This design comes from an exercise in tuning for small area, a short achievable clock period and few clock cycles per item on the open sky130 flow, not from production work.
Function was checked by simulation only, so behaviour that the tests miss may differ from the original.
Power and IR drop assume default switching activity. The flow treats the clock pin as an ideal source, which a real chip does not have.

## onyx
Design oqpsk_mod, start of the top module:
module oqpsk_mod (
    input  wire        clk,
    input  wire        rst,
    input  wire        cmd_valid,
    output wire        cmd_ready,
    input  wire [1:0]  cmd_op,
    input  wire [7:0]  cmd_arg,
    input  wire [31:0] cmd_data,
    output reg         out_valid,
    input  wire        out_ready,
    output reg  [31:0] out_i,
    output reg  [31:0] out_q
);
    localparam        NTAPS   = 24;
    localparam [1:0] OP_CONFIG = 2'd0;
    localparam [1:0] OP_TAP    = 2'd1;
    localparam [1:0] OP_BYTE   = 2'd2;
    reg        r_v;
    reg [1:0]  r_op;
    reg [7:0]  r_arg;
    reg [31:0] r_data;
    reg        rdy;
    assign cmd_ready = rdy;
    wire acc = cmd_valid && rdy;
    reg [3:0]  s_m1;         
    reg [3:0]  h;            
    reg [2:0]  rot;
    reg [2:0]  rot_a;        
    reg [2:0]  rot_b;        
    reg        busy;
    reg [7:0]  sym;          
    reg [1:0]  pair;
    reg [3:0]  k;            
  ...
Settings: LEC_CHECK=0, CAP_MARGIN=20, CORE_MARGIN=2, CORE_UTILIZATION=40, PLACE_DENSITY=0.8, SLEW_MARGIN=20; clock period 22.0 ns.
standard.sh (not shown) runs the stock make flow with config.mk's settings and CLKGATE_MAP_FILE= SYNTH_SCRIPT=/design/flow/synth_recipe.tcl, a recipe that flattens the netlist after the stock synthesis.
==> flow/flow/run.sh <==
#!/bin/bash
# The standard layout (the standard.sh, whole), with these changes:
#  - ports are buffered with buf_2 cells (the default picks a slow delay cell);
#  - clock tree synthesis does not add dummy loads and clusters up to 28
#    sinks per clkbuf_16;
#  - timing repair aims for 16.5 ns of setup slack (the clock stays 22 ns).
set -euo pipefail
export BUFFER_PORTS_ARGS="-buffer_cell sky130_fd_sc_hd__buf_2"
export CTS_ARGS="-sink_clustering_enable -repair_clock_nets -dont_use_dummy_load -buf_list sky130_fd_sc_hd__clkbuf_16 -sink_clustering_size 28 -sink_clustering_max_diameter 130"
export SETUP_SLACK_MARGIN=16.5
bash standard.sh > standard.log 2>&1
Testbench counts of onyx, summed over its fixed seeds: cycles 87,959, items 86,016.
What fjord does differently from onyx at the input level:
- a deleted PLACE_DENSITY that had been 0.8
- a change of CORE_UTILIZATION from 40 to 60
==> flow/flow/run.sh <==
#!/bin/bash
# The standard layout (the standard.sh, whole), with these changes:
#  - ports are buffered with buf_2 cells (the default picks a slow delay cell);
#  - clock tree synthesis does not add dummy loads and clusters up to 24
#    sinks per clkbuf_16;
#  - timing repair aims for 16.5 ns of setup slack (the clock stays 22 ns).
set -euo pipefail
export BUFFER_PORTS_ARGS="-buffer_cell sky130_fd_sc_hd__buf_2"
export CTS_ARGS="-sink_clustering_enable -repair_clock_nets -dont_use_dummy_load -buf_list sky130_fd_sc_hd__clkbuf_16 -sink_clustering_size 24 -sink_clustering_max_diameter 120"
export SETUP_SLACK_MARGIN=16.5
bash standard.sh > standard.log 2>&1
==> run summary <==
- Against onyx, fjord reports a chip width that is lower.
- Delta(number of gates given a new drive strength after cts, fjord - onyx) < 0
- Status: multi-input logic area parity (fjord, onyx)
- Re wire length on met1: onyx and fjord aren't equal, and the lower value belongs to onyx.
- Diff onyx -> fjord | net switching power | up slightly
> inputs changed (fjord -> maple)
- a change of CORE_UTILIZATION from 60 to 40
==> run summary <==
- On maximum clock rate, fjord and maple are neck and neck.
- Summary of maple over fjord: actual slew at the worst max-slew pin went down, starting density of the core shows a reduction of 20 points.
- maple against fjord: wire length increased 1.0%, total chip power increased 0.020 mW, number of ordinary and repair buffers in the finished layout essentially unchanged, layout-stage area growth over the synthesis result increased 1.5 points, clock-buffer cell count increased 1.
Changes in nickel relative to maple:
==> flow/flow/run.sh <==
#!/bin/bash
# The standard layout (the standard.sh, whole), with these changes:
#  - ports are buffered with buf_2 cells (the default picks a slow delay cell);
#  - clock tree synthesis does not add dummy loads and clusters up to 32
#    sinks per clkbuf_16;
#  - timing repair aims for 16.5 ns of setup slack (the clock stays 22 ns).
set -euo pipefail
export BUFFER_PORTS_ARGS="-buffer_cell sky130_fd_sc_hd__buf_2"
export CTS_ARGS="-sink_clustering_enable -repair_clock_nets -dont_use_dummy_load -buf_list sky130_fd_sc_hd__clkbuf_16 -sink_clustering_size 32 -sink_clustering_max_diameter 150"
export SETUP_SLACK_MARGIN=16.5
bash standard.sh > standard.log 2>&1
--- outcome ---
[nickel] actual transition at the worst max-transition pin fell 6.4 ps relative to maple
The met1 usage in global routing of nickel and that of maple are within noise of each other.
Taking maple as the reference, in nickel maximum number of buffers from clock root to sink held steady, count of clock-buffer cells in the layout has decreased, number of iterations in the first detailed-routing pass shows a reduction of 1.
Inputs modified between nickel and harbor:
- putting PLACE_DENSITY at 0.8 where nothing was set
==> flow/flow/run.sh <==
#!/bin/bash
# The standard layout (the standard.sh, whole), with these changes:
#  - ports are buffered with buf_2 cells (the default picks a slow delay cell);
#  - clock tree synthesis does not add dummy loads and clusters up to 24
#    sinks per clkbuf_16;
#  - timing repair aims for 16.5 ns of setup slack (the clock stays 22 ns).
set -euo pipefail
export BUFFER_PORTS_ARGS="-buffer_cell sky130_fd_sc_hd__buf_2"
export CTS_ARGS="-sink_clustering_enable -repair_clock_nets -dont_use_dummy_load -buf_list sky130_fd_sc_hd__clkbuf_16 -sink_clustering_size 24 -sink_clustering_max_diameter 120"
export SETUP_SLACK_MARGIN=16.5
bash standard.sh > standard.log 2>&1
Results
All of nickel and harbor finish clean.
harbor vs nickel: wire length of the first global-routing pass down by a few percent
Going from nickel to harbor, worst setup slack after layout grew by 110 ps, share of power burned in combinational logic shrank by 0.6 points, clock power grew by about 12%, layout buffering overhead excluding clock cells held steady, switching fraction of total power shrank by 0.41 points.
Number of non-filler instances in the completed layout of nickel is on par with harbor.
harbor vs nickel, met2 usage went down by 3.1 points.
Comparing nickel against harbor, there is no change at all in H-tree level count.
Compared to nickel, harbor leaves less free space in the core.

---

## v6
oqpsk_mod again, from the RTL that the note above started with.
export LEC_CHECK = 0
export CAP_MARGIN = 20
export CORE_MARGIN = 2
export CORE_UTILIZATION = 40
export PLACE_DENSITY = 0.9
export SLEW_MARGIN = 20
create_clock -name core_clock -period 22.0 [get_ports {clk}]
==> flow/flow/run.sh <==
#!/bin/bash
# The standard layout (the standard.sh, whole), with these changes:
#  - ports are buffered with buf_2 cells (the default picks a slow delay cell);
#  - clock tree synthesis does not add dummy loads and clusters up to 28
#    sinks per clkbuf_16;
#  - timing repair aims for 17.0 ns of setup slack (the clock stays 22 ns).
set -euo pipefail
export BUFFER_PORTS_ARGS="-buffer_cell sky130_fd_sc_hd__buf_2"
export CTS_ARGS="-sink_clustering_enable -repair_clock_nets -dont_use_dummy_load -buf_list sky130_fd_sc_hd__clkbuf_16 -sink_clustering_size 28 -sink_clustering_max_diameter 130"
export SETUP_SLACK_MARGIN=17.0
bash standard.sh > standard.log 2>&1
Having completed the whole flow, v6 delivered a layout that passed the timing, design-rule and antenna checks.
Testbench counts of v6, summed over its fixed seeds: cycles 87,959, items 86,016.
#### Input delta (v7 over v6)
# v6
export LEC_CHECK = 0
export CAP_MARGIN = 20
export CORE_MARGIN = 2
export CORE_UTILIZATION = 40
export PLACE_DENSITY = 0.9
export SLEW_MARGIN = 20
create_clock -name core_clock -period 22.0 [get_ports {clk}]
# v7
export LEC_CHECK = 0
export CAP_MARGIN = 20
export CORE_MARGIN = 2
export CORE_UTILIZATION = 40
export SLEW_MARGIN = 20
create_clock -name core_clock -period 22.0 [get_ports {clk}]
==> flow/flow/run.sh <==
#!/bin/bash
# The standard layout, with these changes:
#  - ports are buffered with buf_2 cells (the default picks a slow delay cell);
#  - clock tree synthesis does not add dummy loads and clusters up to 24
#    sinks per clkbuf_16.
set -euo pipefail
export BUFFER_PORTS_ARGS="-buffer_cell sky130_fd_sc_hd__buf_2"
export CTS_ARGS="-sink_clustering_enable -repair_clock_nets -dont_use_dummy_load -buf_list sky130_fd_sc_hd__clkbuf_16 -sink_clustering_size 24 -sink_clustering_max_diameter 120"
bash standard.sh > standard.log 2>&1
Findings:
v6 -> v7: number of non-clock buffers decreased slightly. Sort v6 and v7 by critical-path maximum fanout, ascending, and v6 comes first. First-pass GRT wire length, v6 and v7: lower on v6. Final-layout clock buffer total of v7 exceeds that of v6 by more than 10%. v7 went all the way through synthesis, placement and routing and the layout is clean on timing, DRC and antenna.

---

Setup of main:
oqpsk_mod again, from the RTL that the note above started with.
// oqpsk_mod
module oqpsk_mod (
    input  wire        clk,
    input  wire        rst,
    input  wire        cmd_valid,
    output wire        cmd_ready,
    input  wire [1:0]  cmd_op,
    input  wire [7:0]  cmd_arg,
    input  wire [31:0] cmd_data,
    output reg         out_valid,
    input  wire        out_ready,
    output reg  [31:0] out_i,
    output reg  [31:0] out_q
);
==> flow/config.mk <==
export PLATFORM = sky130hd
export DESIGN_NAME = oqpsk_mod
export DESIGN_NICKNAME = oqpsk_mod
export VERILOG_FILES = /design/flow/design.v
export SDC_FILE = /design/flow/constraint.sdc
export NUM_CORES = 4
export LEC_CHECK = 0
export CAP_MARGIN = 20
export CORE_MARGIN = 2
export CORE_UTILIZATION = 40
export PLACE_DENSITY = 0.9
export SLEW_MARGIN = 20
==> flow/constraint.sdc <==
create_clock -name core_clock -period 22.0 [get_ports {clk}]
set_input_delay 4.4000 -clock core_clock [delete_from_list [all_inputs] [get_ports {clk}]]
set_output_delay 4.4000 -clock core_clock [all_outputs]
set_load 0.01 [all_outputs]
==> flow/flow/run.sh <==
#!/bin/bash
# The standard layout (the standard.sh, whole), with these changes:
#  - ports are buffered with buf_2 cells (the default picks a slow delay cell);
#  - clock tree synthesis does not add dummy loads and clusters up to 28
#    sinks per clkbuf_16;
#  - timing repair aims for 16.5 ns of setup slack (the clock stays 22 ns).
set -euo pipefail
export BUFFER_PORTS_ARGS="-buffer_cell sky130_fd_sc_hd__buf_2"
export CTS_ARGS="-sink_clustering_enable -repair_clock_nets -dont_use_dummy_load -buf_list sky130_fd_sc_hd__clkbuf_16 -sink_clustering_size 28 -sink_clustering_max_diameter 130"
export SETUP_SLACK_MARGIN=16.5
bash standard.sh > standard.log 2>&1
Testbench counts of main, summed over its fixed seeds: cycles 87,959, items 86,016.
What the feature branch does differently from main at the input level:
- PLACE_DENSITY: 0.9 -> unset
Results
In the flow results for main and the feature branch, the first-pass iteration count of the detailed router is smaller on the feature branch. Between the feature branch and main, the fraction of cell area in non-clock buffers figures differ only marginally. Detailed-placement wirelength estimate came out higher on the feature branch than on main. Going from main to the feature branch, share of total power in the clock network grows by 0.4 points. Compared the feature branch vs main, and total design power is down in the feature branch. On the feature branch: number of signal-net buffers in the layout is about 2% higher than what main gave. From the feature branch to main, site row count did not move at all. On H-tree level count, the feature branch tracks main almost exactly. main has lower final critical delay including setup and external delays than the feature branch. Detailed-route wire length, the feature branch vs main: up by a few percent.

## re-timing with driven ports
Ports are ideal in the flow. The routed layouts listed here were re-timed in OpenROAD. Step 1: set_driving_cell puts a clkbuf_16 on clk and a buf_2 on each other input, an assumption about the parent block. Step 2 times the ports against the registers' clock, not the clock port: input delays grow and output delays shrink by t, the midpoint of the rising clock arrivals with the driver on. a / b / c = ideal / step 1 / step 2; a / b = the first two.
run | t, ns | setup slack, ns | hold slack, ns | worst slew at a driven data input, ns
onyx | 0.662 | 16.430 / 16.366 / 15.951 | 0.317 / 0.317 / 0.317 | 0.06
fjord | 0.677 | 16.297 / 16.228 / 16.079 | 0.269 / 0.269 / 0.269 | 0.03
maple | 0.680 | 16.311 / 16.251 / 16.030 | 0.321 / 0.321 / 0.321 | 0.03
nickel | 0.650 | 16.308 / 16.248 / 16.044 | 0.325 / 0.325 / 0.325 | 0.03
harbor | 0.665 | 16.422 / 16.364 / 15.954 | 0.305 / 0.305 / 0.305 | 0.06
v6 | 0.668 | 16.432 / 16.370 / 16.216 | 0.330 / 0.330 / 0.330 | 0.06
v7 | 0.669 | 16.294 / 16.314 / 15.661 | 0.319 / 0.319 / 0.319 | 0.03
main | 0.654 | 16.432 / 16.364 / 16.010 | 0.314 / 0.314 / 0.314 | 0.04
the feature branch | 0.672 | 16.317 / 16.249 / 16.038 | 0.307 / 0.307 / 0.307 | 0.03
After both steps every run listed still meets setup and hold. The setup slack of v7, which loses most, moves by +0.020 ns with the drivers and by -0.633 ns with both steps.
